This is an optimization exercise on Yosys and OpenROAD, whose aim is small area, a short achievable clock period and few clock cycles per item, not a production implementation. At most, simulation tests tie the RTL to the original design; equivalence was not proved. Function not checked in runs 1, 2, 4 and 5: the RTL went through the layout flow alone.

--- flow/design.v ---
module vkg_tca (
    input  wire        clk,
    input  wire        rst,           
    input  wire        cmd_valid,
    output wire        cmd_ready,
    input  wire [63:0] cmd,
    output reg         done,
    output reg  [6:0]  t_min,
    output reg  [6:0]  t_sec,
    output reg  [63:0] t_rem,
    output reg  [63:0] t_delta,
    output reg  [63:0] acc,
    output reg         cy,
    output reg         range_rem,
    output reg         range_delta,
    output wire [7:0]  err,
    output reg  [31:0] einfo,
    output wire [15:0] sticky
);
    localparam [7:0] OP_NOP   = 8'h00;
    localparam [7:0] OP_RESET = 8'h01;
    localparam [7:0] OP_CLR   = 8'h40;
    localparam [7:0] OP_FIN   = 8'h41;
    localparam [7:0] OP_LAP   = 8'h42;
    localparam [65:0] NWRAP = 66'h3ffffffffc4653600;
    reg rdy;               
    reg nrdy;              
    reg stl;               
    assign cmd_ready = rdy;
    reg err0, err1, err6;
    reg stk0, stk12, stk13;
    assign err    = {1'b0, err6, 4'b0000, err1, err0};
    assign sticky = {2'b00, stk13, stk12, 11'd0, stk0};
    function ge_const66;
        input [65:0] x;
        input [65:0] k;
        integer j;
        reg r;
        begin
            r = 1'b1;
            for (j = 0; j < 66; j = j + 1)
                r = k[j] ? (x[j] & r) : (x[j] | r);
            ge_const66 = r;
        end
    endfunction
    reg        a_v;
    reg [63:0] a_cmd;
    reg        a_hx;       
    reg        a_slow;     
    reg        a_p2;       
    wire       in_op_tc  = (cmd[63:56] == OP_FIN) || (cmd[63:56] == OP_LAP);
    wire       in_fin    = (cmd[63:56] == OP_FIN);
    wire       in_small  = (cmd[30:23] <= 8'd156);
    wire       acc_ok;     
    wire       in_zf     = (cmd[55:0] == 56'd0);
    wire       in_sys    = in_zf && ((cmd[63:56] == OP_NOP) || (cmd[63:56] == OP_RESET)
                                     || (cmd[63:56] == OP_CLR));
    wire       in_slow   = !(in_sys || (in_op_tc && in_small && (in_fin || acc_ok)));
    wire       accept    = cmd_valid && !nrdy;
    always @(posedge clk) begin
        if (rst) begin
            a_v    <= 1'b0;
            a_p2   <= 1'b0;
            a_slow <= 1'b0;
            rdy    <= 1'b1;
            nrdy   <= 1'b0;
            stl    <= 1'b0;
        end else begin
            a_v    <= accept || stl;
            a_p2   <= stl;
            if (accept) a_slow <= in_slow;
            stl    <= accept && in_slow;
            nrdy   <= (accept && in_slow) || stl;
            rdy    <= !((accept && in_slow) || stl);
        end
        if (!nrdy) begin
            a_cmd <= {cmd[63:23], cmd[22:0] ^ {23{cmd[31]}}};
            a_hx  <= (cmd[30:23] != 8'd0) ^ cmd[31];
        end
    end
    wire [22:0] a_fx    = a_cmd[22:0];
    wire [31:0] a_fbits = {a_cmd[31:23], a_fx ^ {23{a_cmd[31]}}};
    wire [7:0]  a_op    = a_cmd[63:56];
    wire        a_zfmt  = (a_cmd[55:0] == 56'd0);
    wire [7:0]  a_exp   = a_fbits[30:23];
    wire        a_fin   = (a_op == OP_FIN);
    wire        a_lap   = (a_op == OP_LAP);
    wire        a_nop   = (a_op == OP_NOP)   && a_zfmt;
    wire        a_reset = (a_op == OP_RESET) && a_zfmt;
    wire        a_clr   = (a_op == OP_CLR)   && a_zfmt;
    wire        a_ill   = !(a_fin || a_lap || a_nop || a_reset || a_clr);
    wire        a_norm  = (a_exp != 8'd0);
    wire        a_s     = a_fbits[31];
    wire [23:0] a_mm    = {a_hx, a_fx};
    wire [24:0] a_pp    = {~a_s, a_mm};         
    wire [24:0] a_pn    = {a_s, ~a_mm};         
    wire [46:0] a_t0 = {a_s ? 23'h5dad5b : 23'h5dad5c, a_mm};
    wire [46:0] a_t1 = {20'd0, a_pp, 2'd0};
    wire [46:0] a_t2 = {17'd0, a_pn, 5'd0};
    wire [46:0] a_t3 = {15'd0, a_pn, 7'd0};
    wire [46:0] a_t4 = {13'd0, a_pn, 9'd0};
    wire [46:0] a_t5 = {10'd0, a_pp, 12'd0};
    wire [46:0] a_t6 = {8'd0, a_pn, 14'd0};
    wire [46:0] a_t7 = {5'd0, a_pn, a_s ? 17'h01006 : 17'h00000};
    wire [46:0] a_t8 = {1'd0, a_pp, a_s ? 21'h1fffff : 21'h0242a0};
    wire [46:0] a_s1a, a_c1a, a_s1b, a_c1b, a_s1c, a_c1c;
    csa #(47) ca1 (a_t0, a_t1, a_t2, a_s1a, a_c1a);
    csa #(47) cb1 (a_t3, a_t4, a_t5, a_s1b, a_c1b);
    csa #(47) cc1 (a_t6, a_t7, a_t8, a_s1c, a_c1c);
    wire [46:0] a_s2a, a_c2a, a_s2b, a_c2b;
    csa #(47) ca2 (a_s1a, a_c1a, a_s1b, a_s2a, a_c2a);
    csa #(47) cb2 (a_c1b, a_s1c, a_c1c, a_s2b, a_c2b);
    wire [46:0] a_s3, a_c3;
    csa #(47) ca3 (a_s2a, a_c2a, a_s2b, a_s3, a_c3);
    wire [46:0] a_s5, a_c5;
    csa #(47) ca4 (a_s3, a_c3, a_c2b, a_s5, a_c5);
    wire [46:0] a_p;
    bk_add #(47, 6) pa (.a(a_s5), .b(a_c5), .cin(1'b0), .s(a_p), .cout());
    wire        a_neg   = a_s && (a_norm || (a_fx != 23'h7fffff));
    wire [7:0]  a_eeff  = a_norm ? a_exp : 8'd1;
    wire        a_big   = (a_eeff > 8'd160);            
    wire [7:0]  a_sh    = 8'd160 - a_eeff;              
    wire signed [65:0] a_z  = {a_p, 19'd0};
    wire signed [65:0] a_zs = a_z >>> {a_sh[5:2], 2'b00};
    wire [65:0] a_zq    = (a_sh[7:6] != 2'b00) ? {66{a_neg}} : a_zs;
    wire        a_movf  = a_big || ((a_sh == 8'd0) && (a_p[46:44] != 3'b000) && (a_p[46:44] != 3'b111));
    wire [9:0]  a_ms  = a_cmd[41:32];
    wire [30:0] a_nms = {21'd0, ~a_ms};
    wire [30:0] a_pms = {21'd0, a_ms};
    wire [30:0] a_m0 = a_pms,       a_m1 = a_pms << 2,  a_m2 = a_nms << 5,
                a_m3 = a_nms << 7,  a_m4 = a_nms << 9,  a_m5 = a_pms << 12,
                a_m6 = a_nms << 14, a_m7 = a_nms << 17, a_m8 = a_pms << 21;
    localparam [30:0] A_MC = 31'h76f7c2a0;
    wire [30:0] a_ms1a, a_mc1a, a_ms1b, a_mc1b, a_ms1c, a_mc1c;
    csa #(31) cm1a (a_m0, a_m1, a_m2, a_ms1a, a_mc1a);
    csa #(31) cm1b (a_m3, a_m4, a_m5, a_ms1b, a_mc1b);
    csa #(31) cm1c (a_m6, a_m7, a_m8, a_ms1c, a_mc1c);
    wire [30:0] a_ms2a, a_mc2a, a_ms2b, a_mc2b;
    csa #(31) cm2a (a_ms1a, a_mc1a, a_ms1b, a_ms2a, a_mc2a);
    csa #(31) cm2b (a_mc1b, a_ms1c, a_mc1c, a_ms2b, a_mc2b);
    wire [30:0] a_ms3, a_mc3;
    csa #(31) cm3 (a_ms2a, a_mc2a, a_ms2b, a_ms3, a_mc3);
    wire [30:0] a_ms4, a_mc4;
    csa #(31) cm4 (a_ms3, a_mc3, a_mc2b, a_ms4, a_mc4);
    wire [30:0] a_ms5, a_mc5;
    csa #(31) cm5 (a_ms4, a_mc4, A_MC, a_ms5, a_mc5);
    wire [30:0] a_m;
    bk_add #(31, 5) am (.a(a_ms5), .b(a_mc5), .cin(1'b0), .s(a_m), .cout());
    wire        a_small = (a_exp <= 8'd156);
    reg        b_v;
    reg        b_slow, b_p2, b_small;
    reg        b_fin, b_lap, b_nop, b_reset, b_clr, b_ill;
    reg        b_accg;     
    reg        b_nonfin, b_movf;
    reg [65:0] b_zq;
    reg [3:0]  b_sel;      
    reg [13:0] b_a;        
    reg [30:0] b_m;        
    always @(posedge clk) begin
        b_v      <= a_v && !rst;
        b_slow   <= a_slow;
        b_p2     <= a_p2;
        b_small  <= a_small;
        b_fin    <= a_fin;
        b_lap    <= a_lap;
        b_accg   <= a_v && a_lap;
        b_nop    <= a_nop;
        b_reset  <= a_reset;
        b_clr    <= a_clr;
        b_ill    <= a_ill;
        b_nonfin <= (a_exp == 8'hFF);
        b_movf   <= a_movf;
        b_zq     <= a_zq;
        b_sel    <= 4'b0001 << a_sh[1:0];
        b_a      <= a_cmd[55:42];
        b_m      <= a_m;
    end
    wire [66:0] b_zq67 = {b_zq[65], b_zq};
    wire [63:0] b_raw = ({64{b_sel[0]}} & b_zq67[63:0]) | ({64{b_sel[1]}} & b_zq67[64:1])
                      | ({64{b_sel[2]}} & b_zq67[65:2]) | ({64{b_sel[3]}} & b_zq67[66:3]);
    wire [31:0] b_dat = a_ill ? a_cmd[63:32] : a_fbits;
    wire acc_small = (acc[63:60] == 4'b0000) || (acc[63:60] == 4'b1111);
    wire b_zero    = b_v && (b_clr || b_reset);
    wire b_keep    = !b_v || !(b_fin || b_lap) || b_small;
    wire a_zero    = a_v && (a_clr || a_reset);
    wire a_keep    = !a_v || !(a_fin || a_lap) || a_small;
    wire acc_ok_b  = b_zero || (acc_small && b_keep);
    assign acc_ok  = a_zero || (acc_ok_b && a_keep);
    wire [6:0]  b_min = b_a[13:7];
    wire [6:0]  b_sec = b_a[6:0];
    wire [65:0] x66  = {{2{b_raw[63]}}, b_raw};
    wire [65:0] xo66 = {2'b00, ~b_raw[63], b_raw[62:0]};
    wire [63:0] acc_op = b_accg ? acc : 64'd0;
    wire [65:0] y66  = ~{{2{acc_op[63]}}, acc_op};
    wire [65:0] m66  = {26'd0, b_m, 9'd0};
    wire [65:0] d1o, d1mo, r0o, r1o, tsum;
    bk_add #(66, 7) ad1 (.a(xo66), .b(y66), .cin(1'b1), .s(d1o), .cout());
    wire [65:0] dm_s, dm_c;
    csa #(66) cdm (xo66, y66, NWRAP, dm_s, dm_c);
    bk_add #(66, 7) ad1m (.a(dm_s), .b(dm_c), .cin(1'b1), .s(d1mo), .cout());
    wire [65:0] tr_s, tr_c;
    csa #(66) ctr (x66, y66, NWRAP, tr_s, tr_c);
    bk_add #(66, 7) atr (.a(tr_s), .b(tr_c), .cin(1'b0), .s(tsum), .cout());
    wire trig = b_lap && !tsum[65];
    wire [65:0] r_s, r_c, rm_s, rm_c;
    csa #(66) cr (xo66, y66, m66, r_s, r_c);
    bk_add #(66, 7) ar0 (.a(r_s), .b(r_c), .cin(1'b1), .s(r0o), .cout());
    csa #(66) crm (r_s, r_c, NWRAP, rm_s, rm_c);
    bk_add #(66, 7) ar1 (.a(rm_s), .b(rm_c), .cin(1'b1), .s(r1o), .cout());
    wire [63:0] d   = trig ? {~d1mo[63], d1mo[62:0]} : {~d1o[63], d1o[62:0]};
    wire [63:0] rem = trig ? {~r1o[63], r1o[62:0]} : {~r0o[63], r0o[62:0]};
    wire [65:0] rawm;
    bk_add #(66, 7) araw (.a(x66), .b(NWRAP), .cin(1'b0), .s(rawm), .cout());
    wire [63:0] acc_new = trig ? rawm[63:0] : b_raw;
    wire fit_d1  = (d1o[65:64] == 2'b00);
    wire fit_r0  = (r0o[65:64] == 2'b00);
    wire fit_r1  = (r1o[65:64] == 2'b00);
    wire ovf = b_movf || !fit_d1 || (trig ? !fit_r1 : !fit_r0);
    reg  ovf_q;
    always @(posedge clk) ovf_q <= ovf;
    wire b_go  = b_v && !(b_slow && !b_p2);
    wire b_ovf = b_slow && ovf_q;
    wire rr_0 = !r0o[63] || ge_const66({3'd0, r0o[62:0]}, 66'd1000000000000);
    wire rr_1 = !r1o[63] || ge_const66({3'd0, r1o[62:0]}, 66'd1000000000000);
    wire rr  = trig ? rr_1 : rr_0;
    wire rd_0 = !d1o[63] || ge_const66({3'd0, d1o[62:0]}, 66'd1000000000);
    wire rd_1 = ge_const66({3'd0, d1mo[62:0]}, 66'd1000000000);
    wire rd  = b_lap && (trig ? rd_1 : rd_0);
    always @(posedge clk) begin
        if (rst || (b_go && b_reset)) begin
            done <= !rst;
            t_min <= 7'd0; t_sec <= 7'd0; t_rem <= 64'd0; t_delta <= 64'd0;
            acc <= 64'd0; cy <= 1'b0; range_rem <= 1'b0; range_delta <= 1'b0;
            err0 <= 1'b0; err1 <= 1'b0; err6 <= 1'b0;
            einfo <= 32'd0; stk0 <= 1'b0; stk12 <= 1'b0; stk13 <= 1'b0;
        end else begin
            done <= b_go;
            if (b_go) begin
                if (b_nop) begin
                    err0 <= 1'b0; err1 <= 1'b0; err6 <= 1'b0;
                end else if (b_clr) begin
                    t_min <= 7'd0; t_sec <= 7'd0; t_rem <= 64'd0; t_delta <= 64'd0;
                    acc <= 64'd0; cy <= 1'b0; range_rem <= 1'b0; range_delta <= 1'b0;
                    err0 <= 1'b0; err1 <= 1'b0; err6 <= 1'b0;
                end else if (b_ill) begin
                    err0 <= 1'b1; err1 <= 1'b0; err6 <= 1'b0;
                    einfo <= b_dat; stk0 <= 1'b1;
                end else if (b_nonfin) begin
                    err0 <= 1'b1; err1 <= 1'b0; err6 <= 1'b1;
                    einfo <= b_dat; stk12 <= 1'b1;
                end else if (b_ovf) begin
                    err0 <= 1'b0; err1 <= 1'b1; err6 <= 1'b1;
                    einfo <= b_dat; stk13 <= 1'b1;
                end else begin
                    if (b_lap) begin
                        acc <= acc_new;
                        if (trig) cy <= ~cy;
                    end
                    t_min <= b_min; t_sec <= b_sec;
                    t_delta <= d; t_rem <= rem;
                    range_rem <= rr; range_delta <= rd;
                    err0 <= 1'b0; err1 <= 1'b0; err6 <= 1'b0;
                end
            end
        end
    end
endmodule
module csa #(parameter W = 64) (
    input  wire [W-1:0] a,
    input  wire [W-1:0] b,
    input  wire [W-1:0] c,
    output wire [W-1:0] s,
    output wire [W-1:0] co
);
    wire [W-1:0] maj = (a & b) | (a & c) | (b & c);
    assign s  = a ^ b ^ c;
    assign co = {maj[W-2:0], 1'b0};
endmodule
module bk_add #(parameter N = 64, parameter L = 6) (input [N-1:0] a, input [N-1:0] b, input cin,
                                   output [N-1:0] s, output cout);
    reg [N-1:0] g, p, c;
    reg         co;
    integer j, i;
    always @(*) begin
        p = a ^ b;
        g = a & b;
        g[0] = g[0] | (p[0] & cin);
        for (j = 0; j < L; j = j + 1)
            for (i = 0; i < N; i = i + 1)
                if ((i % (2 << j)) == (2 << j) - 1) begin
                    g[i] = g[i] | (p[i] & g[i - (1 << j)]);
                    p[i] = p[i] & p[i - (1 << j)];
                end
        for (j = L - 1; j >= 1; j = j - 1)
            for (i = 0; i < N; i = i + 1)
                if (i >= (1 << j) && (i % (1 << j)) == (1 << (j - 1)) - 1)
                    g[i] = g[i] | (p[i] & g[i - (1 << (j - 1))]);
        c  = {g[N-2:0], cin};
        co = g[N-1];
    end
    assign s = a ^ b ^ c;
    assign cout = co;
endmodule
--- flow/flow/run.sh ---
#!/bin/bash
# The standard layout (the standard.sh, unchanged synthesis and steps),
# with one difference: buffer_ports gives every input and output port a
# sky130_fd_sc_hd__buf_2 instead of the delay buffer it picks by default.
# Each tool's full output stays in orfs/logs; make's own output goes to
# standard.log in the work folder.
set -euo pipefail
cd "$(dirname "$0")/.."
export BUFFER_PORTS_ARGS="-buffer_cell sky130_fd_sc_hd__buf_2"
bash standard.sh > standard.log 2>&1
--- flow/standard.sh ---
#!/bin/bash
# synth_recipe.tcl (not shown) runs the flow's synth.tcl, then flattens the netlist and writes it again
# the make line also repeats each setting of config.mk as NAME=value (left out here)
make -C /OpenROAD-flow-scripts/flow DESIGN_CONFIG=/design/flow/config.mk WORK_HOME=/design/flow/orfs CLKGATE_MAP_FILE= SYNTH_SCRIPT=/design/flow/synth_recipe.tcl "${@:-finish}"
--- flow/config.mk ---
export PLATFORM = sky130hd
export DESIGN_NAME = vkg_tca
export DESIGN_NICKNAME = vkg_tca
export VERILOG_FILES = /design/flow/design.v
export SDC_FILE = /design/flow/constraint.sdc
export NUM_CORES = 4
export LEC_CHECK = 0
export CAP_MARGIN = 40
export CORE_MARGIN = 2
export CORE_UTILIZATION = 40
export CTS_CLUSTER_DIAMETER = 100
export CTS_CLUSTER_SIZE = 22
export PLACE_DENSITY = 0.6
export SLEW_MARGIN = 60
--- flow/constraint.sdc ---
create_clock -name core_clock -period 30.0 [get_ports {clk}]
set_input_delay 6.0000 -clock core_clock [delete_from_list [all_inputs] [get_ports {clk}]]
set_output_delay 6.0000 -clock core_clock [all_outputs]
set_load 0.01 [all_outputs]
==> metrics.cfg, run 1 <==
[die]
placementRows = 122
fp.coreArea_mm2 = 0.111
die_h_um = 338
design.die.area_mm2 = 0.114
start_util_pct = 40.3
floorplan.die.width_um = 338
io_pins = 334

[drt]
via_per_inst = 5.45
drc = 0
detailroute.wirelength.met2_mm = 67.3
first_iter_violations = 3129
routedWlPerCell_um = 21.6
detail_route.wirelength_mm = 148
routed.top_layer = met4
drtAntennaViolNets = 0
detailedRoute.firstPassIterationCount = 6
met3_length_mm = 9.63
via_count = 37200
met1_length_mm = 65.7

[cts]
cts_max_path_buffers = 3
post_cts_setup_repair_buffer_count = 0
cts_resized = 0
cts_hold_buf = 0
cts_root_buf = clkbuf_16
cts-htree-levels = 1
clkSinkCount = 447
worstSkewPairLatency_ns = 0.66
cts.clk_slew.worst_paths_ns = 0.09
numCtsBuffers = 30
tritoncts = done

[critical_path]
path_delay_family = compound AO/OA/AOI/OAI gates
crit_buf_inv = 3
crit-reg2reg-launch = b_sel[1]$_SDFF_PP0_
worstSetupPathDepth = 24
critPathMaxStageDelay_ns = 0.65
arrival_time_of_the_worst_setup_path_ns = 8.28
worst_reg_to_reg_path_cell_count = 24
setup.worst_path.end_class = flip-flop
timing.critical_path.slowest_stage_cell = a2111oi_4
critPathLaunch = b_sel[1]$_SDFF_PP0_
timing.critical_path.fanout_max = 64
worstPathRequired_ns = 30.52
crit_path_cell_trace = buf_6 > a22o_1 > a221oi_1 > clkbuf_1 > inv_1 > fa_1 > ha_1 > fa_1 > a21o_1 > a21o_1 > a21oi_1 > o221ai_1 > a2111oi_4 > nand4_1 > nand3_1 > o21a_1 > a21oi_1 > o41a_1 > fa_1 > nor4_2 > nand4_1 > or4_1 > o311ai_0 > a21oi_1
worst-setup-path-type = reg -> reg
setup.worst_path.start_class = flip-flop

[place]
placed_cell_area_mm2 = 0.0481
port_buffers = 315
hpwl_mm = 121
gp_routability_congestion = 0.978

[synthesis]
ys.flop_type = dfxtp_1
synth-edff-count = 65
mappedNetlistArea_mm2 = 0.0446
postSynthCellCount = 5103
library_cell_with_the_largest_summed_area_after_synthesis = fa_1
ys_seq_area_share_pct = 21.5
post_synth_num_cell_types = 85
synth_seq_cells = 447
synth.area.top_cells = fa_1 17%, dfxtp_1 17%, ha_1 16%
post_synth.cell_area_avg_um2 = 8.73
synth_top_area_share_pct = 17.3
synth-warning-count = 4
postSynth.asyncResetShare_pct = 0

[hold_path]
hp-start = a_p2$_SDFF_PP0_
hold_path.class = reg -> reg
min_delay_path_depth = 0

[timing]
fin_crit_sh_pct = 25.9
worst-slew-pin-transition_ns = 0.621
finalHoldViolCount = 0
maxSlewViolCount = 0
final_min_period_ns = 7.76
unrepaired_setup_endpoints_after_global_routing = false
fmax_mhz = 129
timing.clock.skew_ns = 0.0334
setup_viol = 0
setup_total_negative_slack_ns = 0
timing.slew.headroom_pct = 58.2

[final_layout]
mostFrequentLayoutCell = inv_1
multi_input_comb_area_mm2 = 0.0315
final_design_area_no_fill_mm2 = 0.0492
number_of_nets_at_the_end_of_the_flow = 6342
post_route_cells_drive_above_1_share_pct = 10.2
layout.core_utilization_pct = 44.5
fill_cells = 11000
seqCellArea_mm2 = 0.00961
most-common-layout-cells = 779 x inv_1, 584 x ha_1, 561 x nand2_1
syn_to_final_growth_pct = 10.5

[global_routing]
grt_remaining_overflow = 0
track_usage_pct = 25.4
grt_pass1_vias = 36000
antenna_violations_before_repair = 2
grt_max_degree = 79
grt_first_pass_wirelength_mm = 223

[run]
drv_cap = 0

[run_status]
outcome = no timing/DRC/antenna violations

metal layers:
| metal | vias to the layer above | GRT usage (%) |
|---|---|---|
| li1 | 17600 | - |
| met1 | 18100 | 35.5 |
| met2 | 1291 | 41.2 |
| met3 | 191 | 2.80 |
| met4 | 0 | 7.51 |
| met5 | - | 0 |
metrics by stage:
stage	cells	hold WS, ns	worst slack [ns]
finish	6816	0.343	22.24
global route	6816	0.341	21.95
CTS	6810	0.342	22.03
detailed placement	6757	0.316	22.04
global placement	6742	0.314	21.76
floorplan	5120	0.310	22.31
layout make-up:
type	count	share of cell area [%]
inverter	783	5.97
multi-input combinational	3659	64.1
sequential	447	19.5
tap	1488	3.78
timing repair buffer	385	4.59
antenna	1	0.00508
clock inverter	15	0.414
clock buffer	38	1.63
synthesized netlist by cell type (13+ instances only):
cell and count:
nand2_1 563, a21oi_1 297, nor3b_1 18, nand3_1 51
o31ai_1 16, a22o_1 13, xnor2_1 127, o21ai_1 57
inv_1 782, o21ai_0 115, nand2b_1 29, nor3_1 40
dfxtp_1 382, nand4_1 53, mux2i_1 68, mux2_1 18
or3_1 13, a22oi_1 151, a221oi_1 16, o211ai_1 117
or2_2 21, xor2_1 109, nor4_1 53, o21bai_1 30
a31oi_1 22, buf_4 25, a32oi_1 35, buf_1 14
clkbuf_1 187, fa_1 385, ha_1 584, o21a_1 15
a211oi_1 26, and2_1 24, a21o_1 122, edfxtp_1 65
o221ai_1 21, nor2_1 284, a31o_2 13
state kept, by name (all words and copies together) (netlist names), 4 cells and up:
name	cells
t_sec	7
b_a	14
a_cmd	64
b_zq	66
b_m	31
b_sel	4
t_delta	64
acc	64
t_rem	63
einfo	32
t_min	7
final timing paths:
kind	endpoint	slack (ns)
max	range_rem$_SDFFE_PP0P_	22.24
min reg2reg	b_p2$_DFF_P_	0.34
max reg2reg	range_rem$_SDFFE_PP0P_	22.24
min	b_p2$_DFF_P_	0.34
kinds of logic after synthesis:
kind of cell    count (synthesis)  share of synthesized area, %
simple gates                 1209                          12.2
fa+ha+maj                     969                          33.7
buf+inv                      1014                          8.82
flops                         447                          21.5
xor+xnor                      236                          4.64
other cells                     1                       0.00842
compound gates               1133                          16.9
mux                            94                          2.21
==> inputs of run 2 (changes only) <==
--- a/flow/config.mk
+++ b/flow/config.mk
@@ -5,10 +5,10 @@
 export SDC_FILE = /design/flow/constraint.sdc
 export NUM_CORES = 4
 export LEC_CHECK = 0
-export CAP_MARGIN = 40
+export CAP_MARGIN = 30
 export CORE_MARGIN = 2
 export CORE_UTILIZATION = 40
 export CTS_CLUSTER_DIAMETER = 100
 export CTS_CLUSTER_SIZE = 22
 export PLACE_DENSITY = 0.6
-export SLEW_MARGIN = 60
+export SLEW_MARGIN = 50
==> run 2 against run 1 <==
Against the previous run:
- largest cell class unchanged
- maximum frequency down 3.2%
- sequential share of layout area up 0.13 points
- still clean on timing, DRC and antenna
- clock skew up 0.013 ns
- highest routed layer unchanged
- final cell count down 0.13%
- synthesized area unchanged
==> metrics.cfg, run 2 <==
[timing]
fmax_mhz = 125  ; was 129 MHz
finalHoldViolCount = 0  ; unchanged
final_min_period_ns = 8.02  ; was 7.76 ns
timing.clock.skew_ns = 0.0462  ; was 0.0334 ns
worst-slew-pin-transition_ns = 0.774  ; was 0.621 ns
setup_total_negative_slack_ns = 0  ; unchanged
fin_crit_sh_pct = 26.7  ; was 25.9%
fin_worst_hold_slack_ns = 0.330  ; was 0.343 ns
setup_viol = 0  ; unchanged
unrepaired_setup_endpoints_after_global_routing = false  ; unchanged
maxSlewViolCount = 0  ; unchanged
timing.slew.headroom_pct = 47.8  ; was 58.2%

[drt]
detailedRoute.firstPassIterationCount = 6  ; unchanged
first_iter_violations = 3381  ; was 3129
detail_route.wirelength_mm = 147  ; was 148 mm
drc = 0  ; unchanged
drtAntennaViolNets = 0  ; unchanged
routedWlPerCell_um = 21.6  ; about the same
via_per_inst = 5.50  ; was 5.45
via_count = 37500  ; was 37200

[die]
design.die.area_mm2 = 0.114  ; unchanged
placementRows = 122  ; unchanged
fp.coreArea_mm2 = 0.111  ; unchanged
io_pins = 334  ; unchanged
die_h_um = 338  ; unchanged
start_util_pct = 40.3  ; unchanged
floorplan.die.width_um = 338  ; unchanged

[critical_path]
arrival_time_of_the_worst_setup_path_ns = 8.57  ; was 8.28 ns
timing.critical_path.fanout_max = 64  ; unchanged
setup.worst_path.start_class = flip-flop  ; unchanged
worstPathRequired_ns = 30.55  ; was 30.52 ns
setup.worst_path.end_class = flip-flop  ; unchanged
worst-setup-path-type = reg -> reg  ; unchanged

[synthesis]
ys.flop_type = dfxtp_1  ; unchanged
synth_seq_cells = 447  ; unchanged
library_cell_with_the_largest_summed_area_after_synthesis = fa_1  ; unchanged
yosysMostFrequentCell = inv_1  ; unchanged
post_synth.cell_area_avg_um2 = 8.73  ; unchanged
synth_top_cells_by_count = 782 x inv_1, 584 x ha_1, 563 x nand2_1  ; unchanged
postSynth.asyncResetShare_pct = 0  ; unchanged
synth_top_area_share_pct = 17.3  ; unchanged
post_synth_num_cell_types = 85  ; unchanged
synth-edff-count = 65  ; unchanged
ys_seq_area_share_pct = 21.5  ; unchanged
synth.area.top_cells = fa_1 17%, dfxtp_1 17%, ha_1 16%  ; unchanged
synth-warning-count = 4  ; unchanged
postSynthCellCount = 5103  ; unchanged
mappedNetlistArea_mm2 = 0.0446  ; unchanged

[cts]
cts_hold_buf = 0  ; unchanged
clkSinkCount = 447  ; unchanged
numCtsBuffers = 30  ; unchanged
cts_max_path_buffers = 3  ; unchanged
cts_root_buf = clkbuf_16  ; unchanged
cts.clk_slew.worst_paths_ns = 0.09  ; about the same
post_cts_setup_repair_buffer_count = 0  ; unchanged
cts_resized = 0  ; unchanged
tritoncts = done  ; unchanged
cts-htree-levels = 1  ; unchanged
worstSkewPairLatency_ns = 0.68  ; was 0.66 ns

[run_status]
outcome = no timing/DRC/antenna violations  ; unchanged

[global_routing]
grt_first_pass_wirelength_mm = 223  ; about the same
grt_max_degree = 133  ; was 79
grt_remaining_overflow = 0  ; unchanged
track_usage_pct = 25.3  ; was 25.4%
grt_pass1_vias = 35900  ; was 36000
antenna_violations_before_repair = 3  ; was 2

[final_layout]
final_cell_count_no_fill = 6807  ; was 6816
post_route_cells_drive_above_1_share_pct = 9.61  ; was 10.2%
most-common-layout-cells = 780 x inv_1, 584 x ha_1, 561 x nand2_1  ; was 779 x inv_1, 584 x ha_1, 561 x nand2_1
syn_to_final_growth_pct = 9.71  ; was 10.5%
mostFrequentLayoutCell = inv_1  ; unchanged
largest-register = b_zq  ; unchanged
largest_register_ff_count = 66  ; unchanged
number_of_nets_at_the_end_of_the_flow = 6332  ; was 6342
layout.core_utilization_pct = 44.2  ; was 44.5%

[run]
drv_cap = 0  ; unchanged

[place]
hpwl_mm = 121  ; about the same
gp_routability_congestion = 0.978  ; unchanged
port_buffers = 315  ; unchanged
placedCellCount = 6747  ; was 6757

[hold_path]
hold_path.class = reg -> reg  ; unchanged

run 2: cell count changes in the layout (fill, tap and decap cells not counted), moves of 5 or more:
cell,delta
a221oi_1,+5
a221oi_2,-5
buf_4,+7
buf_6,-10
nor4_1,+6
nor4_2,-6
run 2: path summary, 6_finish.rpt:
check	cells after the start	to	from	slack, ns
min	0	b_p2$_DFF_P_	a_p2$_SDFF_PP0_	0.33
max	23	range_rem$_SDFFE_PP0P_	b_sel[1]$_SDFF_PP0_	21.98
max reg2reg	23	range_rem$_SDFFE_PP0P_	b_sel[1]$_SDFF_PP0_	21.98
min reg2reg	0	b_p2$_DFF_P_	a_p2$_SDFF_PP0_	0.33
run 2: cell families after synthesis:
kind of cell	share of synthesized area (%)
AO/OA/AOI/OAI	16.9
XOR/XNOR	4.64
adder cells (fa/ha/maj)	33.7
buffers and inverters	8.82
flip-flops	21.5
multiplexers	2.21
other	0.00842
AND/OR/NAND/NOR	12.2
run 2: stage by stage:
step	setup slack, ns	cell area [µm²]
after floorplan	22.31	44600
after global placement	21.76	47600
after detailed placement	21.82	47800
after CTS	22.03	48800
after global routing	21.62	48900
final	21.98	48900
run 2: metal layers:
metal | global-route usage, % | vias to the layer above | routed length, µm
met2 | 41.1 | 1309 | 66700
met1 | 35.6 | 18300 | 66200
met3 | 2.77 | 215 | 9390
met4 | 7.08 | 0 | 4860
li1 | - | 17600 | -
met5 | 0 | - | 0
run 2: final cells by class:
type | count | area [µm²]
Inverter | 783 | 2940
Timing Repair Buffer | 375 | 2100
Clock buffer | 41 | 865
Antenna cell | 1 | 2.50
Sequential cell | 447 | 9610
Clock inverter | 13 | 165
Fill cell | 11000 | 61600
Tap cell | 1488 | 1860
Multi-Input combinational cell | 3659 | 31300
run 2: worst max-delay path: stages (launching register included):
cell	delay (ns)
dfxtp_2	0.32
buf_4	0.29
a22o_1	0.28
a221oi_1	0.45
inv_1	0.22
fa_1	0.52
ha_1	0.24
fa_1	0.56
a21o_1	0.21
a21o_1	0.17
a21oi_1	0.30
o221ai_1	0.22
a2111oi_4	0.64
nand4_1	0.28
nand3_1	0.16
o21a_1	0.17
a21oi_1	0.11
o41a_1	0.37
fa_1	0.54
nor4_1	0.54
nand4_1	0.14
or4_1	0.54
o311ai_0	0.46
a21oi_1	0.14
==> inputs of run 3 (changes only) <==
--- a/flow/design.v
+++ b/flow/design.v
@@ -150,7 +150,6 @@
     reg        b_v;
     reg        b_slow, b_p2, b_small;
     reg        b_fin, b_lap, b_nop, b_reset, b_clr, b_ill;
-    reg        b_accg;     
     reg        b_nonfin, b_movf;
     reg [65:0] b_zq;
     reg [3:0]  b_sel;      
@@ -163,7 +162,6 @@
         b_small  <= a_small;
         b_fin    <= a_fin;
         b_lap    <= a_lap;
-        b_accg   <= a_v && a_lap;
         b_nop    <= a_nop;
         b_reset  <= a_reset;
         b_clr    <= a_clr;
@@ -190,7 +188,7 @@
     wire [6:0]  b_sec = b_a[6:0];
     wire [65:0] x66  = {{2{b_raw[63]}}, b_raw};
     wire [65:0] xo66 = {2'b00, ~b_raw[63], b_raw[62:0]};
-    wire [63:0] acc_op = b_accg ? acc : 64'd0;
+    wire [63:0] acc_op = b_lap ? acc : 64'd0;
     wire [65:0] y66  = ~{{2{acc_op[63]}}, acc_op};
     wire [65:0] m66  = {26'd0, b_m, 9'd0};
     wire [65:0] d1o, d1mo, r0o, r1o, tsum;
==> run 3 against run 2 <==
Against the previous run:
- die area is 0.77% lower
- first-iteration DRC count is 21% lower
- highest routed layer unchanged
- critical endpoint unchanged
- final cell count is 1.5% lower
- wire length is 0.76% lower
==> metrics.cfg, run 3 <==
[die]
placementRows = 121  ; was 122
fp.coreArea_mm2 = 0.109  ; was 0.111 mm²
start_util_pct = 40.4  ; was 40.3%
io_pins = 334  ; unchanged
design.die.area_mm2 = 0.113  ; was 0.114 mm²
floorplan.die.width_um = 336  ; was 338 µm
die_h_um = 336  ; was 338 µm

[drt]
detail_route.wirelength_mm = 146  ; was 147 mm
drc = 0  ; unchanged
via_count = 36300  ; was 37500
routedWlPerCell_um = 21.8  ; was 21.6 µm
via_per_inst = 5.42  ; was 5.50
detailedRoute.firstPassIterationCount = 6  ; unchanged
drtAntennaViolNets = 0  ; unchanged
first_iter_violations = 2656  ; was 3381

[critical_path]
worstPathRequired_ns = 30.57  ; was 30.55 ns
worst_reg_to_reg_path_cell_count = 23  ; unchanged
worstSetupPathDepth = 23  ; unchanged
arrival_time_of_the_worst_setup_path_ns = 8.14  ; was 8.57 ns
worst-setup-path-type = reg -> reg  ; unchanged
crit_buf_inv = 2  ; unchanged
critPathMaxStageDelay_ns = 0.59  ; was 0.64 ns
setup.worst_path.end_class = flip-flop  ; unchanged
timing.critical_path.fanout_max = 30  ; was 64
crit_path_cell_trace = buf_4 > buf_4 > nand2_1 > fa_1 > ha_1 > fa_1 > a21o_1 > a21o_1 > a221o_1 > and2_1 > o21ai_1 > nand3_1 > a31o_2 > a31oi_1 > nand2b_1 > fa_1 > xor2_2 > nor4_1 > nand4_1 > or3_1 > a31oi_1 > mux2i_1 > a22o_1  ; was buf_4 > a22o_1 > a221oi_1 > inv_1 > fa_1 > ha_1 > fa_1 > a21o_1 > a21o_1 > a21oi_1 > o221ai_1 > a2111oi_4 > nand4_1 > nand3_1 > o21a_1 > a21oi_1 > o41a_1 > fa_1 > nor4_1 > nand4_1 > or4_1 > o311ai_0 > a21oi_1
critical_path.most_common_cell = fa_1
setup.worst_path.start_class = flip-flop  ; unchanged
timing.critical_path.slowest_stage_cell = dfxtp_2  ; was a2111oi_4
path_delay_family = compound AO/OA/AOI/OAI gates  ; unchanged

[cts]
worstSkewPairLatency_ns = 0.67  ; was 0.68 ns
cts_max_path_buffers = 3  ; unchanged
cts.clk_slew.worst_paths_ns = 0.09  ; about the same
tritoncts = done  ; unchanged
clkSinkCount = 446  ; was 447
cts-htree-levels = 1  ; unchanged
cts_hold_buf = 0  ; unchanged
cts_resized = 0  ; unchanged
post_cts_setup_repair_buffer_count = 0  ; unchanged
numCtsBuffers = 30  ; unchanged
cts_root_buf = clkbuf_16  ; unchanged

[final_layout]
mostFrequentLayoutCell = inv_1  ; unchanged
syn_to_final_growth_pct = 9.92  ; was 9.71%
number_of_nets_at_the_end_of_the_flow = 6247  ; was 6332
largest_register_ff_count = 66  ; unchanged
largest-register = b_zq  ; unchanged
insertedDiodeCount = 0  ; was 1
final_cell_count_no_fill = 6706  ; was 6807
most-common-layout-cells = 767 x inv_1, 584 x ha_1, 531 x nand2_1  ; was 780 x inv_1, 584 x ha_1, 561 x nand2_1
layout.core_utilization_pct = 44.5  ; was 44.2%
post_route_cells_drive_above_1_share_pct = 10.0  ; was 9.61%

[global_routing]
track_usage_pct = 25.4  ; was 25.3%
antenna_violations_before_repair = 3  ; unchanged
grt_remaining_overflow = 0  ; unchanged
grt_pass1_vias = 36200  ; was 35900
grt_max_degree = 89  ; was 133
grt_first_pass_wirelength_mm = 221  ; was 223 mm

[synthesis]
synth-edff-count = 65  ; unchanged
mappedNetlistArea_mm2 = 0.0442  ; was 0.0446 mm²
yosysMostFrequentCell = inv_1  ; unchanged
ys.flop_type = dfxtp_1  ; unchanged
ys_seq_area_share_pct = 21.7  ; was 21.5%
synth.area.top_cells = fa_1 17%, dfxtp_1 17%, ha_1 17%  ; was fa_1 17%, dfxtp_1 17%, ha_1 16%
synth_seq_cells = 446  ; was 447
synth-warning-count = 4  ; unchanged
library_cell_with_the_largest_summed_area_after_synthesis = fa_1  ; unchanged
postSynth.asyncResetShare_pct = 0  ; unchanged
postSynthCellCount = 4988  ; was 5103
synth_top_cells_by_count = 769 x inv_1, 584 x ha_1, 531 x nand2_1  ; was 782 x inv_1, 584 x ha_1, 563 x nand2_1
post_synth.cell_area_avg_um2 = 8.86  ; was 8.73 µm²
post_synth_num_cell_types = 94  ; was 85
synth_top_area_share_pct = 17.4  ; was 17.3%

[timing]
setup_total_negative_slack_ns = 0  ; unchanged
timing.clock.skew_ns = 0.0298  ; was 0.0462 ns
timing.slew.headroom_pct = 49.5  ; was 47.8%
maxSlewViolCount = 0  ; unchanged
fin_worst_hold_slack_ns = 0.336  ; was 0.330 ns
fin_crit_sh_pct = 25.3  ; was 26.7%
setup_viol = 0  ; unchanged
unrepaired_setup_endpoints_after_global_routing = false  ; unchanged
layout_setup_ws_ns = 22.42  ; was 21.98 ns
finalHoldViolCount = 0  ; unchanged
fmax_mhz = 132  ; was 125 MHz
final_min_period_ns = 7.58  ; was 8.02 ns
worst-slew-pin-transition_ns = 0.756  ; was 0.774 ns

[hold_path]
min_delay_path_depth = 0  ; unchanged
hold_path.class = reg -> reg  ; unchanged

[run]
drv_cap = 0  ; unchanged

[run_status]
outcome = no timing/DRC/antenna violations  ; unchanged

[place]
gp_routability_congestion = 0.968  ; was 0.978
placedCellCount = 6649  ; was 6747
port_buffers = 315  ; unchanged
pre_cts_slack_ns = 21.78  ; was 21.82 ns
hpwl_mm = 122  ; was 121 mm

[run 3: cell count changes after synthesis, moves of 20 or more]
cell,previous run,this run
o211ai_1,117,39
a32oi_1,35,1
nand2_1,563,531
a32o_1,0,49
a22oi_1,151,102
nor2_1,284,264
buf_2,1,27
a21oi_1,297,232
a22o_1,13,75
a211oi_1,26,47
clkbuf_1,187,137
o21ai_1,57,146
[run 3: area by class of cell]
type	instances	area, µm²
fill	10900	60700
sequential	446	9590
timing repair buffer	384	2130
inverter	781	2930
clock inverter	14	228
clock buffer	37	777
multi-input combinational	3568	31100
tap	1476	1850
[run 3: kinds of logic after synthesis]
logic type               share of synthesized area [%]
AND/OR/NAND/NOR                                   11.7
AO/OA/AOI/OAI                                     17.3
buffers and inverters                             8.82
adder cells (fa/ha/maj)                           34.0
flip-flops                                        21.7
XOR/XNOR                                          4.67
multiplexers                                      1.95
other                                          0.00848
[run 3: through the flow]
step                      area, µm²
final                         48600
after global routing          48600
after CTS                     48500
after detailed placement      47500
after global placement        47300
after floorplan               44300
[run 3: worst register-to-register path: stages (launching register included)]
cell      delay [ns]
dfxtp_2         0.59
buf_4           0.46
buf_4           0.47
nand2_1         0.19
fa_1            0.54
ha_1            0.25
fa_1            0.56
a21o_1          0.23
a21o_1          0.18
a221o_1         0.35
and2_1          0.18
o21ai_1         0.11
nand3_1         0.23
a31o_2          0.40
a31oi_1         0.25
nand2b_1        0.11
fa_1            0.47
xor2_2          0.27
nor4_1          0.53
nand4_1         0.13
or3_1           0.38
a31oi_1         0.27
mux2i_1         0.12
a22o_1          0.21
[run 3: path summary, 6_finish.rpt]
| path | startpoint | to | slack (ns) |
|---|---|---|---|
| setup / recovery | b_lap$_DFF_P_ | range_rem$_SDFFE_PP0P_ | 22.42 |
| hold / removal | a_p2$_SDFF_PP0_ | b_p2$_DFF_P_ | 0.34 |
| setup reg to reg | b_lap$_DFF_P_ | range_rem$_SDFFE_PP0P_ | 22.42 |
| hold reg to reg | a_p2$_SDFF_PP0_ | b_p2$_DFF_P_ | 0.34 |
[run 3: per-layer routing]
metal	up-vias	track usage [%]	share of wire (%)
met1	17700	35.1	46
met3	190	3.04	5.8
li1	17300	-	-
met5	-	0	0
met4	0	6.37	2.7
met2	1180	42.1	46
Testbench counts of run 3, summed over its fixed seeds: cycles 40,024, items 40,000.
==> inputs of run 4 (changes only) <==
--- a/flow/design.v
+++ b/flow/design.v
@@ -218,8 +218,11 @@
     always @(posedge clk) ovf_q <= ovf;
     wire b_go  = b_v && !(b_slow && !b_p2);
     wire b_ovf = b_slow && ovf_q;
-    wire rr_0 = !r0o[63] || ge_const66({3'd0, r0o[62:0]}, 66'd1000000000000);
-    wire rr_1 = !r1o[63] || ge_const66({3'd0, r1o[62:0]}, 66'd1000000000000);
+    wire ge0, ge1;
+    ge_tree40 #(40'd1000000000000) cg0 (.x(r0o[39:0]), .ge(ge0));
+    ge_tree40 #(40'd1000000000000) cg1 (.x(r1o[39:0]), .ge(ge1));
+    wire rr_0 = !r0o[63] || (r0o[62:40] != 23'd0) || ge0;
+    wire rr_1 = !r1o[63] || (r1o[62:40] != 23'd0) || ge1;
     wire rr  = trig ? rr_1 : rr_0;
     wire rd_0 = !d1o[63] || ge_const66({3'd0, d1o[62:0]}, 66'd1000000000);
     wire rd_1 = ge_const66({3'd0, d1mo[62:0]}, 66'd1000000000);
@@ -263,6 +266,27 @@
         end
     end
 endmodule
+module ge_tree40 #(parameter [39:0] K = 40'd0) (
+    input  wire [39:0] x,
+    output wire        ge
+);
+    reg [63:0] gt, eq;
+    integer l, i;
+    always @(*) begin
+        gt = 64'd0;
+        eq = {64{1'b1}};
+        for (i = 0; i < 40; i = i + 1) begin
+            gt[i] = x[i] & !K[i];
+            eq[i] = !(x[i] ^ K[i]);
+        end
+        for (l = 0; l < 6; l = l + 1)
+            for (i = 0; i < 32; i = i + 1) begin
+                gt[i] = gt[2*i+1] | (eq[2*i+1] & gt[2*i]);
+                eq[i] = eq[2*i+1] & eq[2*i];
+            end
+    end
+    assign ge = gt[0] | eq[0];
+endmodule
 module csa #(parameter W = 64) (
     input  wire [W-1:0] a,
     input  wire [W-1:0] b,
==> run 4 against run 3 <==
Against the previous run:
- critical path type unchanged
- final cell count up 1.2%
- first-iteration DRC count fell by 2.9%
==> metrics.cfg, run 4 <==
[run_status]
outcome = no timing/DRC/antenna violations  ; unchanged

[timing]
timing.slew.headroom_pct = 47.8  ; was 49.5%
final_min_period_ns = 7.84  ; was 7.58 ns
unrepaired_setup_endpoints_after_global_routing = false  ; unchanged
setup_viol = 0  ; unchanged
fin_crit_sh_pct = 26.1  ; was 25.3%
setup_total_negative_slack_ns = 0  ; unchanged
layout_setup_ws_ns = 22.16  ; was 22.42 ns
worst-slew-pin-transition_ns = 0.761  ; was 0.756 ns
maxSlewViolCount = 0  ; unchanged
finalHoldViolCount = 0  ; unchanged
fmax_mhz = 128  ; was 132 MHz
timing.clock.skew_ns = 0.0478  ; was 0.0298 ns

[cts]
cts_root_buf = clkbuf_16  ; unchanged
cts_resized = 0  ; unchanged
worstSkewPairLatency_ns = 0.70  ; was 0.67 ns
cts_hold_buf = 0  ; unchanged
clkSinkCount = 446  ; unchanged
numCtsBuffers = 31  ; was 30
cts-htree-levels = 1  ; unchanged
post_cts_setup_repair_buffer_count = 0  ; unchanged
cts.clk_slew.worst_paths_ns = 0.09  ; about the same
tritoncts = done  ; unchanged
cts_max_path_buffers = 3  ; unchanged

[synthesis]
post_synth_num_cell_types = 87  ; was 94
postSynth.asyncResetShare_pct = 0  ; unchanged
synth_seq_cells = 446  ; unchanged
yosysMostFrequentCell = inv_1  ; unchanged
postSynthCellCount = 5049  ; was 4988
synth-warning-count = 5  ; was 4
library_cell_with_the_largest_summed_area_after_synthesis = fa_1  ; unchanged
synth_top_area_share_pct = 17.4  ; about the same
mappedNetlistArea_mm2 = 0.0446  ; was 0.0442 mm²
post_synth.cell_area_avg_um2 = 8.83  ; was 8.86 µm²
ys.flop_type = dfxtp_1  ; unchanged
synth.area.top_cells = fa_1 17%, dfxtp_1 17%, ha_1 16%  ; was fa_1 17%, dfxtp_1 17%, ha_1 17%
synth_top_cells_by_count = 792 x inv_1, 584 x ha_1, 581 x nand2_1  ; was 769 x inv_1, 584 x ha_1, 531 x nand2_1
ys_seq_area_share_pct = 21.5  ; was 21.7%
synth-edff-count = 65  ; unchanged

[final_layout]
mostFrequentLayoutCell = inv_1  ; unchanged
post_route_cells_drive_above_1_share_pct = 9.93  ; was 10.0%
final_design_area_no_fill_mm2 = 0.0491  ; was 0.0486 mm²
largest-register = b_zq  ; unchanged
insertedDiodeCount = 0  ; unchanged
syn_to_final_growth_pct = 10.2  ; was 9.92%
layout.core_utilization_pct = 44.4  ; was 44.5%
largest_register_ff_count = 66  ; unchanged
most-common-layout-cells = 792 x inv_1, 584 x ha_1, 580 x nand2_1  ; was 767 x inv_1, 584 x ha_1, 531 x nand2_1
number_of_nets_at_the_end_of_the_flow = 6315  ; was 6247

[critical_path]
setup.worst_path.end_class = flip-flop  ; unchanged
arrival_time_of_the_worst_setup_path_ns = 8.38  ; was 8.14 ns
critical_path.most_common_cell = fa_1  ; unchanged
timing.critical_path.slowest_stage_cell = fa_1  ; was dfxtp_2
critPathMaxStageDelay_ns = 0.67  ; was 0.59 ns
setup.reg_to_reg.worst_slack_ns = 22.16  ; was 22.42 ns
crit-reg2reg-launch = a_cmd[31]$_DFFE_PN_  ; was b_lap$_DFF_P_
setup.worst_path.start_class = flip-flop  ; unchanged
timing.critical_path.fanout_max = 41  ; was 30
timing.rr.end = b_zq[12]$_DFF_P_  ; was range_rem$_SDFFE_PP0P_
worst_reg_to_reg_path_cell_count = 27  ; was 23
worst-setup-path-type = reg -> reg  ; unchanged
worstPathRequired_ns = 30.54  ; was 30.57 ns

[place]
hpwl_mm = 120  ; was 122 mm
gp_routability_congestion = 0.969  ; was 0.968
port_buffers = 315  ; unchanged
pre_cts_slack_ns = 21.71  ; was 21.78 ns
placed_cell_area_mm2 = 0.0480  ; was 0.0475 mm²

[drt]
drc = 0  ; unchanged
via_count = 36400  ; was 36300
detail_route.wirelength_mm = 143  ; was 146 mm
detailedRoute.firstPassIterationCount = 6  ; unchanged
first_iter_violations = 2580  ; was 2656
via_per_inst = 5.37  ; was 5.42
drtAntennaViolNets = 0  ; unchanged
routedWlPerCell_um = 21.1  ; was 21.8 µm

[global_routing]
grt_pass1_vias = 35700  ; was 36200
track_usage_pct = 24.7  ; was 25.4%
grt_first_pass_wirelength_mm = 217  ; was 221 mm
grt_remaining_overflow = 0  ; unchanged
grt_max_degree = 111  ; was 89
antenna_violations_before_repair = 4  ; was 3

[die]
fp.coreArea_mm2 = 0.111  ; was 0.109 mm²
die_h_um = 338  ; was 336 µm
design.die.area_mm2 = 0.114  ; was 0.113 mm²
io_pins = 334  ; unchanged
start_util_pct = 40.3  ; was 40.4%
placementRows = 122  ; was 121
floorplan.die.width_um = 338  ; was 336 µm

[hold_path]
min_delay_path_depth = 0  ; unchanged
hold_path.class = reg -> reg  ; unchanged
whs_endpoint = b_p2$_DFF_P_  ; unchanged
hp-start = a_p2$_SDFF_PP0_  ; unchanged

[run]
drv_cap = 0  ; unchanged

[run 4: cell types whose count changed after synthesis, moves of 17 or more]
| cell | previous run | this run |
|---|---|---|
| a21oi_1 | 232 | 212 |
| a31oi_1 | 20 | 37 |
| a21o_1 | 109 | 88 |
| o21ai_0 | 96 | 264 |
| nand2_1 | 531 | 581 |
| nand3b_1 | 0 | 17 |
| a22oi_1 | 102 | 82 |
| nor2_1 | 264 | 228 |
| a22o_1 | 75 | 110 |
| inv_1 | 769 | 792 |
| o21ai_1 | 146 | 5 |
[run 4: worst max-delay path: cells and delay by family (launching register included)]
kind,cells,cell delay [ns]
AND/OR/NAND/NOR,6,0.74
adder cells (fa/ha/maj),6,2.85
buffers and inverters,5,1.22
flip-flops,1,0.36
XOR/XNOR,1,0.21
AO/OA/AOI/OAI,9,2.23
[run 4: cells by family after synthesis]
group	after synthesis	synth area share, %
and+or+nand+nor	1185	12.1
AOI/OAI and AO/OA	1120	17.3
buffers and inverters	1007	8.87
adders and majority gates	972	33.8
DFF	446	21.5
xor gates and xnor gates	234	4.60
muxes	84	1.89
other	1	0.00841
[run 4: through the flow]
| step | instances | hold WS, ns |
|---|---|---|
| 3_3_place_gp | 6724 | 0.311 |
| 4_1_cts | 6782 | 0.335 |
| 5_1_grt | 6785 | 0.344 |
| 3_5_place_dp | 6728 | 0.314 |
| 6_report | 6785 | 0.336 |
| 2_1_floorplan | 5066 | 0.310 |
[run 4: final cells by class]
class	count	area [µm²]
Clock buffer	35	801
Clock inverter	19	229
Fill cell	11000	61600
Inverter	796	2990
Multi-Input combinational cell	3613	31400
Sequential cell	446	9590
Tap cell	1488	1860
Timing Repair Buffer	388	2230
[run 4: worst max path at each step]
stage	cells past startpoint	slack, ns	endpoint	start
after floorplan	5	22.43	t_delta[10]$_SDFFE_PP0P_	rst
final	27	22.16	b_zq[12]$_DFF_P_	a_cmd[31]$_DFFE_PN_
after global routing	27	21.76	b_zq[12]$_DFF_P_	a_cmd[31]$_DFFE_PN_
after CTS	27	22.16	b_zq[12]$_DFF_P_	a_cmd[31]$_DFFE_PN_
after detailed placement	7	21.71	range_rem$_SDFFE_PP0P_	rst
after global placement	5	21.72	t_delta[18]$_SDFFE_PP0P_	rst
[run 4: metal layers]
metal / share of wire [%] / global-route usage, % / up-vias
li1: - / - / 17600
met1: 46 / 34.0 / 17600
met2: 46 / 40.7 / 1028
met3: 5.2 / 2.83 / 196
met4: 3.1 / 7.21 / 6
met5: 0.024 / 0 / -
==> inputs of run 5 (changes only) <==
--- a/flow/design.v
+++ b/flow/design.v
@@ -115,7 +115,7 @@
     wire [46:0] a_s5, a_c5;
     csa #(47) ca4 (a_s3, a_c3, a_c2b, a_s5, a_c5);
     wire [46:0] a_p;
-    bk_add #(47, 6) pa (.a(a_s5), .b(a_c5), .cin(1'b0), .s(a_p), .cout());
+    ks_add #(47, 6) pa (.a(a_s5), .b(a_c5), .cin(1'b0), .s(a_p), .cout());
     wire        a_neg   = a_s && (a_norm || (a_fx != 23'h7fffff));
     wire [7:0]  a_eeff  = a_norm ? a_exp : 8'd1;
     wire        a_big   = (a_eeff > 8'd160);            
@@ -287,6 +287,27 @@
     end
     assign ge = gt[0] | eq[0];
 endmodule
+module ks_add #(parameter N = 64, parameter L = 6) (input [N-1:0] a, input [N-1:0] b, input cin,
+                                   output [N-1:0] s, output cout);
+    reg [N-1:0] g, p, gn, pn;
+    integer j, i;
+    always @(*) begin
+        p = a ^ b;
+        g = a & b;
+        g[0] = g[0] | (p[0] & cin);
+        for (j = 0; j < L; j = j + 1) begin
+            gn = g; pn = p;
+            for (i = 0; i < N; i = i + 1)
+                if (i >= (1 << j)) begin
+                    gn[i] = g[i] | (p[i] & g[i - (1 << j)]);
+                    pn[i] = p[i] & p[i - (1 << j)];
+                end
+            g = gn; p = pn;
+        end
+    end
+    assign s = a ^ b ^ {g[N-2:0], cin};
+    assign cout = g[N-1];
+endmodule
 module csa #(parameter W = 64) (
     input  wire [W-1:0] a,
     input  wire [W-1:0] b,
==> run 5 against run 4 <==
Against the previous run:
- still clean
- synthesized area grew 0.72%
- maximum frequency increased by 2.2%
- setup slack improved by 0.17 ns
- wire length grew 6.6%
- die area is 0.71% higher
- flip-flop and latch count did not move
- utilization fell by 0.15 points
- count of clock-buffer cells in the layout unchanged
- register-to-register slack improved by 0.33 ns
- critical endpoint is now a_slow$_SDFFE_PP0P_
- largest cell class unchanged
- highest routed layer unchanged
==> metrics.cfg, run 5 <==
[run_status]
outcome = no timing/DRC/antenna violations  ; unchanged

[cts]
cts-htree-levels = 1  ; unchanged
cts_resized = 0  ; unchanged
tritoncts = done  ; unchanged
cts.clk_slew.worst_paths_ns = 0.10  ; was 0.09 ns
post_cts_setup_repair_buffer_count = 0  ; unchanged
cts_root_buf = clkbuf_16  ; unchanged
cts_hold_buf = 0  ; unchanged
cts_max_path_buffers = 3  ; unchanged
worstSkewPairLatency_ns = 0.65  ; was 0.70 ns
clkSinkCount = 446  ; unchanged
numCtsBuffers = 29  ; was 31

[drt]
routedWlPerCell_um = 22.2  ; was 21.1 µm
detail_route.wirelength_mm = 153  ; was 143 mm
via_per_inst = 5.53  ; was 5.37
first_iter_violations = 3063  ; was 2580
via_count = 38000  ; was 36400
drc = 0  ; unchanged
drtAntennaViolNets = 0  ; unchanged
detailedRoute.firstPassIterationCount = 6  ; unchanged

[die]
fp.coreArea_mm2 = 0.111  ; about the same
io_pins = 334  ; unchanged
die_h_um = 339  ; was 338 µm
start_util_pct = 40.5  ; was 40.3%
floorplan.die.width_um = 339  ; was 338 µm
design.die.area_mm2 = 0.115  ; was 0.114 mm²
placementRows = 122  ; unchanged

[synthesis]
post_synth_num_cell_types = 87  ; unchanged
library_cell_with_the_largest_summed_area_after_synthesis = dfxtp_1  ; was fa_1
postSynthCellCount = 5172  ; was 5049
synth_seq_cells = 446  ; unchanged
ys_seq_area_share_pct = 21.3  ; was 21.5%
postSynth.asyncResetShare_pct = 0  ; unchanged
post_synth.cell_area_avg_um2 = 8.68  ; was 8.83 µm²
ys.flop_type = dfxtp_1  ; unchanged
synth-warning-count = 5  ; unchanged
synth.area.top_cells = dfxtp_1 17%, fa_1 16%, ha_1 16%  ; was fa_1 17%, dfxtp_1 17%, ha_1 16%
mappedNetlistArea_mm2 = 0.0449  ; was 0.0446 mm²
synth_top_cells_by_count = 795 x inv_1, 583 x ha_1, 572 x nand2_1  ; was 792 x inv_1, 584 x ha_1, 581 x nand2_1
yosysMostFrequentCell = inv_1  ; unchanged
synth_top_area_share_pct = 17.0  ; was 17.4%
synth-edff-count = 65  ; unchanged

[critical_path]
setup.worst_path.start_class = primary input  ; was flip-flop
path_delay_family = simple AND/OR/NAND/NOR gates  ; was adder cells
crit_path_cell_trace = buf_2 > nor4_1 > nand4_1 > nor2_1 > nand4_1 > nor4_1 > nor3b_1 > o21ai_0 > o21ai_0
timing.critical_path.fanout_max = 26  ; was 41
critPathMaxStageDelay_ns = 0.63  ; was 0.67 ns
timing.critical_path.slowest_stage_cell = nor4_1  ; was fa_1
worst-setup-path-type = in -> reg  ; was reg -> reg
worstPathRequired_ns = 30.50  ; was 30.54 ns
arrival_time_of_the_worst_setup_path_ns = 8.17  ; was 8.38 ns
crit_buf_inv = 1  ; was 5
setup.worst_path.end_class = flip-flop  ; unchanged

[final_layout]
largest-register = b_zq  ; unchanged
largest_register_ff_count = 66  ; unchanged
syn_to_final_growth_pct = 9.31  ; was 10.2%
number_of_nets_at_the_end_of_the_flow = 6387  ; was 6315
mostFrequentLayoutCell = inv_1  ; unchanged
post_route_cells_drive_above_1_share_pct = 9.39  ; was 9.93%
layout.core_utilization_pct = 44.2  ; was 44.4%
most-common-layout-cells = 793 x inv_1, 583 x ha_1, 570 x nand2_1  ; was 792 x inv_1, 584 x ha_1, 580 x nand2_1

[place]
pre_cts_slack_ns = 21.68  ; was 21.71 ns
hpwl_mm = 127  ; was 120 mm
port_buffers = 315  ; unchanged
gp_routability_congestion = 0.992  ; was 0.969

[global_routing]
grt_max_degree = 95  ; was 111
grt_pass1_vias = 37000  ; was 35700
grt_first_pass_wirelength_mm = 230  ; was 217 mm
antenna_violations_before_repair = 1  ; was 4
track_usage_pct = 25.8  ; was 24.7%
grt_remaining_overflow = 0  ; unchanged

[hold_path]
hold_path.class = reg -> reg  ; unchanged

[timing]
maxSlewViolCount = 0  ; unchanged
setup_total_negative_slack_ns = 0  ; unchanged
finalHoldViolCount = 0  ; unchanged
worst-slew-pin-transition_ns = 0.798  ; was 0.761 ns
timing.clock.skew_ns = 0.0338  ; was 0.0478 ns
fmax_mhz = 130  ; was 128 MHz
unrepaired_setup_endpoints_after_global_routing = false  ; unchanged
layout_setup_ws_ns = 22.33  ; was 22.16 ns
fin_worst_hold_slack_ns = 0.336  ; about the same
timing.slew.headroom_pct = 46.4  ; was 47.8%
fin_crit_sh_pct = 25.6  ; was 26.1%
final_min_period_ns = 7.67  ; was 7.84 ns
setup_viol = 0  ; unchanged

[run]
drv_cap = 0  ; unchanged

==> run 5: cell count changes in the layout (fill, tap and decap cells not counted), sizes merged, moves of 8 or more <==
cell | previous run | this run
nand4 | 64 | 80
nand2 | 582 | 573
fa | 388 | 367
o21bai | 21 | 38
or2 | 10 | 18
nor4 | 50 | 58
mux2i | 82 | 58
a21oi | 212 | 256
buf | 388 | 371
xor2 | 116 | 125
o21ai | 269 | 286
a22oi | 86 | 96
==> run 5: metal layers <==
layer | track usage (%) | wire [µm] | vias to the layer above
met5 | 0 | 7 | -
met2 | 41.0 | 67600 | 1402
met4 | 7.63 | 5130 | 2
li1 | - | - | 18000
met3 | 3.50 | 10200 | 202
met1 | 36.4 | 69700 | 18400
==> run 5: stage by stage <==
stage | instances | cell area (µm²)
global route | 6874 | 49100
floorplan | 5189 | 45000
global placement | 6824 | 48000
CTS | 6872 | 49000
finish | 6876 | 49100
detailed placement | 6825 | 48100
==> run 5: final timing paths <==
check / start / endpoint / slack, ns / depth (start not counted)
hold / removal: a_p2$_SDFF_PP0_ / b_p2$_DFF_P_ / 0.34 / 0
setup reg to reg: b_sel[1]$_SDFF_PP0_ / range_rem$_SDFFE_PP0P_ / 22.49 / 25
setup / recovery: cmd[31] / a_slow$_SDFFE_PP0P_ / 22.33 / 9
hold reg to reg: a_p2$_SDFF_PP0_ / b_p2$_DFF_P_ / 0.34 / 0
==> run 5: worst register-to-register path: cells and delay by family, from the launching register on <==
kind                     cells  cell delay (ns)
AO/OA/AOI/OAI               13             3.28
adder cells (fa/ha/maj)      4             1.77
buffers and inverters        4             0.74
flip-flops                   1             0.32
AND/OR/NAND/NOR              4             1.28
==> run 5: cell type report <==
class                           count  area (µm²)
Fill cell                       11100       61900
Multi-Input combinational cell   3725       31700
Sequential cell                   446        9590
Inverter                          795        2980
Timing Repair Buffer              373        2040
Tap cell                         1488        1860
Clock buffer                       35         779
Clock inverter                     12         144
Antenna cell                        2        5.00
==> run 5: logic make-up after synthesis <==
family / synth area share (%)
simple gates: 12.6
compound gates: 18.1
buf+inv: 8.76
fa+ha+maj: 32.6
flops: 21.3
xor+xnor: 4.84
mux: 1.67
other cells: 0.00835

port drivers added, routing unchanged:
The results above use ideal ports. As a check the final layouts listed here were re-extracted and re-timed, cells and wires unchanged. Step 1 (the two cells are an assumption about what drives the block):
set clk [get_ports {clk}]
set_driving_cell -lib_cell sky130_fd_sc_hd__clkbuf_16 $clk
set_driving_cell -lib_cell sky130_fd_sc_hd__buf_2 [delete_from_list [all_inputs] $clk]
Step 2 also shifts input and output timing later by t, the mid clock arrival at the registers, as if the neighbouring blocks saw the same clock. a / b / c = ideal / step 1 / step 2; a / b = the first two.
run | t (ns) | slack for setup (ns) | worst hold slack (ns) | worst setup path after step 2 | worst slew at a driven data input, ns
run 1 | 0.718 | 22.241 / 22.241 / 22.023 | 0.343 / 0.343 / 0.343 | input to register | 0.07
run 2 | 0.729 | 21.983 / 21.983 / 21.844 | 0.330 / 0.330 / 0.330 | input to register | 0.07
run 3 | 0.736 | 22.422 / 22.422 / 22.033 | 0.336 / 0.336 / 0.336 | input to register | 0.06
run 4 | 0.750 | 22.163 / 22.163 / 21.818 | 0.336 / 0.336 / 0.336 | input to register | 0.05
run 5 | 0.701 | 22.332 / 22.385 / 21.684 | 0.336 / 0.336 / 0.336 | input to register | 0.07
After both steps setup and hold are still met in every run listed. For run 5, which loses most, drivers alone change the setup slack by +0.053 ns; drivers and shift together by -0.648 ns.
